Source: an optimization exercise on an open RTL-to-GDS flow (aim: small area). Production flows keep margins and buffers that such runs may drop. Function was checked by simulation only, so behaviour that the tests miss may differ from the original. No activity file was given, so power comes from the tool's default toggle rates.

Setup of oak:
Design suart_core, start of the top module:
module suart_core (
    input  wire        clk,
    input  wire        rst,
    input  wire [19:0] cfg_bit_rate,
    input  wire [1:0]  cfg_stop_bits,
    input  wire [3:0]  cfg_len_bits,
    input  wire        cfg_debug_pad,
    input  wire        tx_send,
    input  wire        tx_send_chunk,
    input  wire [15:0] tx_len,
    output wire [15:0] tx_mem_addr,
    input  wire [7:0]  tx_mem_data,
    input  wire        tx_nak_in,
    output wire        tx_line,
    output wire        tx_busy,
    output wire        tx_frame_start,
    output wire        tx_guard_begin,
    output wire        tx_nak_seen,
    output wire        tx_retry,
    output wire        tx_chunk_done,
    output wire        tx_send_done,
    output wire        tx_refused,
    output wire        tx_refused_busy,
    output wire [15:0] tx_chunk,
    input  wire        rx_receive,
    input  wire        rx_line,
    output wire        rx_nak,
    output wire        rx_edge,
    output wire        rx_size,
    output wire        rx_byte,
    output wire        rx_chunk_ok,
    output wire        rx_chunk_bad,
    output wire        rx_nak_end,
    output wire        rx_ready,
    output wire [7:0]  rx_value,
    output wire [7:0]  rx_index
);
    wire [7:0] max_chunk = (8'd1 << cfg_len_bits) - 8'd1;
    suart_tx u_tx (
        .clk            (clk),
        .rst            (rst),
        .cfg_bit_rate   (cfg_bit_rate),
        .cfg_stop_bits  (cfg_stop_bits),
        .cfg_len_bits   (cfg_len_bits),
        .cfg_debug_pad  (cfg_debug_pad),
        .max_chunk      (max_chunk),
        .cmd_send       (tx_send),
        .cmd_send_chunk (tx_send_chunk),
        .cmd_len        (tx_len),
  ...
Size: about 150 flip-flops, ~120 I/O pins, about 9100 sq um of cells after synthesis.
==> module suart_core, before the edit <==
module suart_core (
    input  wire        clk,
    input  wire        rst,
    input  wire [19:0] cfg_bit_rate,
    input  wire [1:0]  cfg_stop_bits,
    input  wire [3:0]  cfg_len_bits,
    input  wire        cfg_debug_pad,
    input  wire        tx_send,
    input  wire        tx_send_chunk,
    input  wire [15:0] tx_len,
    output wire [15:0] tx_mem_addr,
    input  wire [7:0]  tx_mem_data,
    input  wire        tx_nak_in,
    output wire        tx_line,
    output wire        tx_busy,
    output wire        tx_frame_start,
    output wire        tx_guard_begin,
    output wire        tx_nak_seen,
    output wire        tx_retry,
    output wire        tx_chunk_done,
    output wire        tx_send_done,
    output wire        tx_refused,
    output wire        tx_refused_busy,
    output wire [15:0] tx_chunk,
    input  wire        rx_receive,
    input  wire        rx_line,
    output wire        rx_nak,
    output wire        rx_edge,
    output wire        rx_size,
    output wire        rx_byte,
    output wire        rx_chunk_ok,
    output wire        rx_chunk_bad,
    output wire        rx_nak_end,
    output wire        rx_ready,
    output wire [7:0]  rx_value,
    output wire [7:0]  rx_index
);
    wire [7:0] max_chunk = (8'd1 << cfg_len_bits) - 8'd1;
    suart_tx u_tx (
        .clk            (clk),
        .rst            (rst),
        .cfg_bit_rate   (cfg_bit_rate),
        .cfg_stop_bits  (cfg_stop_bits),
        .cfg_len_bits   (cfg_len_bits),
        .cfg_debug_pad  (cfg_debug_pad),
        .max_chunk      (max_chunk),
        .cmd_send       (tx_send),
        .cmd_send_chunk (tx_send_chunk),
        .cmd_len        (tx_len),
        .mem_addr       (tx_mem_addr),
        .mem_data       (tx_mem_data),
        .nak_in         (tx_nak_in),
        .line_out       (tx_line),
        .busy           (tx_busy),
        .ev_frame_start (tx_frame_start),
        .ev_guard_begin (tx_guard_begin),
        .ev_nak_seen    (tx_nak_seen),
        .ev_retry       (tx_retry),
        .ev_chunk_done  (tx_chunk_done),
        .ev_send_done   (tx_send_done),
        .ev_refused     (tx_refused),
        .ev_refused_busy(tx_refused_busy),
        .ev_chunk       (tx_chunk)
    );
    suart_rx u_rx (
        .clk          (clk),
        .rst          (rst),
        .cfg_bit_rate (cfg_bit_rate),
        .cfg_stop_bits(cfg_stop_bits),
        .cfg_len_bits (cfg_len_bits),
        .cfg_debug_pad(cfg_debug_pad),
        .max_chunk    (max_chunk),
        .cmd_receive  (rx_receive),
        .line_in      (rx_line),
        .nak_out      (rx_nak),
        .ev_edge      (rx_edge),
        .ev_size      (rx_size),
        .ev_byte      (rx_byte),
        .ev_chunk_ok  (rx_chunk_ok),
        .ev_chunk_bad (rx_chunk_bad),
        .ev_nak_end   (rx_nak_end),
        .ev_ready     (rx_ready),
        .ev_value     (rx_value),
        .ev_index     (rx_index)
    );
endmodule
export LEC_CHECK = 0
export CAP_MARGIN = 20
export CORE_MARGIN = 2
export CORE_UTILIZATION = 40
export SLEW_MARGIN = 20
create_clock -name core_clock -period 1000.0 [get_ports {clk}]
standard.sh (not shown) runs the stock make flow with config.mk's settings and CLKGATE_MAP_FILE= SYNTH_SCRIPT=/design/flow/synth_recipe.tcl, a recipe that flattens the netlist after the stock synthesis.
==> flow/flow/run.sh <==
#!/bin/bash
# The standard layout (standard.sh: ORFS with the standard flow's synthesis), with changes that only make it
# smaller: an area-oriented ABC script, buf_1 cells as the port buffers, and a clock tree of
# clkbuf_8 cells without dummy loads. Each tool's full output stays in orfs/logs; make's own
# output goes to make.log.
set -euo pipefail
W=$PWD
export AREA_ABC_SCRIPT=$W/flow/area.abc
export FLOW_SYNTH_TCL=$W/synth_recipe.tcl
bash standard.sh \
    SYNTH_SCRIPT=$W/flow/area_synth.tcl \
    BUFFER_PORTS_ARGS="-buffer_cell sky130_fd_sc_hd__buf_1" \
    CTS_ARGS="-sink_clustering_enable -repair_clock_nets -buf_list sky130_fd_sc_hd__clkbuf_8 -dont_use_dummy_load" \
    finish > make.log 2>&1
==> flow/flow/area.abc <==
strash
&get -n
&deepsyn -J 100 -T 300
&put
dch -f
amap
==> flow/flow/area_synth.tcl <==
# The standard flow's synthesis (synth_recipe.tcl, unchanged), with an area-oriented ABC script in place of
# ORFS's speed script for the combinational logic. Registers are mapped before ABC runs, so they
# are the standard synthesis's registers.
proc abc {args} {
  set i [lsearch -exact $args -script]
  if { $i >= 0 } {
    lset args [expr { $i + 1 }] $::env(AREA_ABC_SCRIPT)
  }
  puts "abc with area script: $args"
  yosys abc {*}$args
}
source $::env(FLOW_SYNTH_TCL)
The inputs of pine differ from those of oak as listed below.
diff --git a/flow/design.v b/flow/design.v
--- a/flow/design.v
+++ b/flow/design.v
@@ -440,11 +440,14 @@
     output wire        rx_nak_end,
     output wire        rx_ready,
     output wire [7:0]  rx_value,
     output wire [7:0]  rx_index
 );
-    wire [7:0] max_chunk = (8'd1 << cfg_len_bits) - 8'd1;
+    wire [2:0] len3 = cfg_len_bits[2:0];
+    wire [7:0] max_chunk = {len3 == 3'd0, len3 == 3'd0 || len3 > 3'd6, len3 == 3'd0 || len3 > 3'd5,
+                            len3 == 3'd0 || len3 > 3'd4, len3 == 3'd0 || len3 > 3'd3,
+                            len3 == 3'd0 || len3 > 3'd2, len3 == 3'd0 || len3 > 3'd1, 1'b1};
     suart_tx u_tx (
         .clk            (clk),
         .rst            (rst),
         .cfg_bit_rate   (cfg_bit_rate),
         .cfg_stop_bits  (cfg_stop_bits),
[summary]
Global-route usage (pine over oak): decrease, 0.54 points. Filler cell count in the final layout (pine over oak): decrease, about 1.5%. pine ends up with a clock share of power that is 1.5 points higher than in oak. When pine is set beside oak, its sequential group share of total power turns out to be 1.8 points larger. Lower sequential fraction of the synthesis area goes to oak over pine. In the tables for pine and oak, wire length after detailed routing reads lower with pine.

## separate check: timing with driven ports
In the flow no input, the clock included, has a driving cell. The finished layouts below were timed again as built, in two steps.
Step 1 sets driving cells, clkbuf_16 on the clock port and buf_2 on the other inputs (assumed; they add their load-dependent delay and slew).
Step 2, shift: input delay + t, output delay - t, t = (earliest + latest rising clock arrival at the registers) / 2. This alone moves slack from input paths to output paths.
Slacks: ideal / step 1 / step 2; pairs: ideal / step 1.
run | t (ns) | setup WS [ns] | worst setup path after step 2
oak | 0.484 | 790.290 / 790.305 / 789.821 | input to register
pine | 0.485 | 789.165 / 789.181 / 788.697 | input to register
After both steps every run listed still meets setup and hold. The setup slack of oak, which loses most, moves by +0.015 ns with the drivers and by -0.469 ns with both steps.
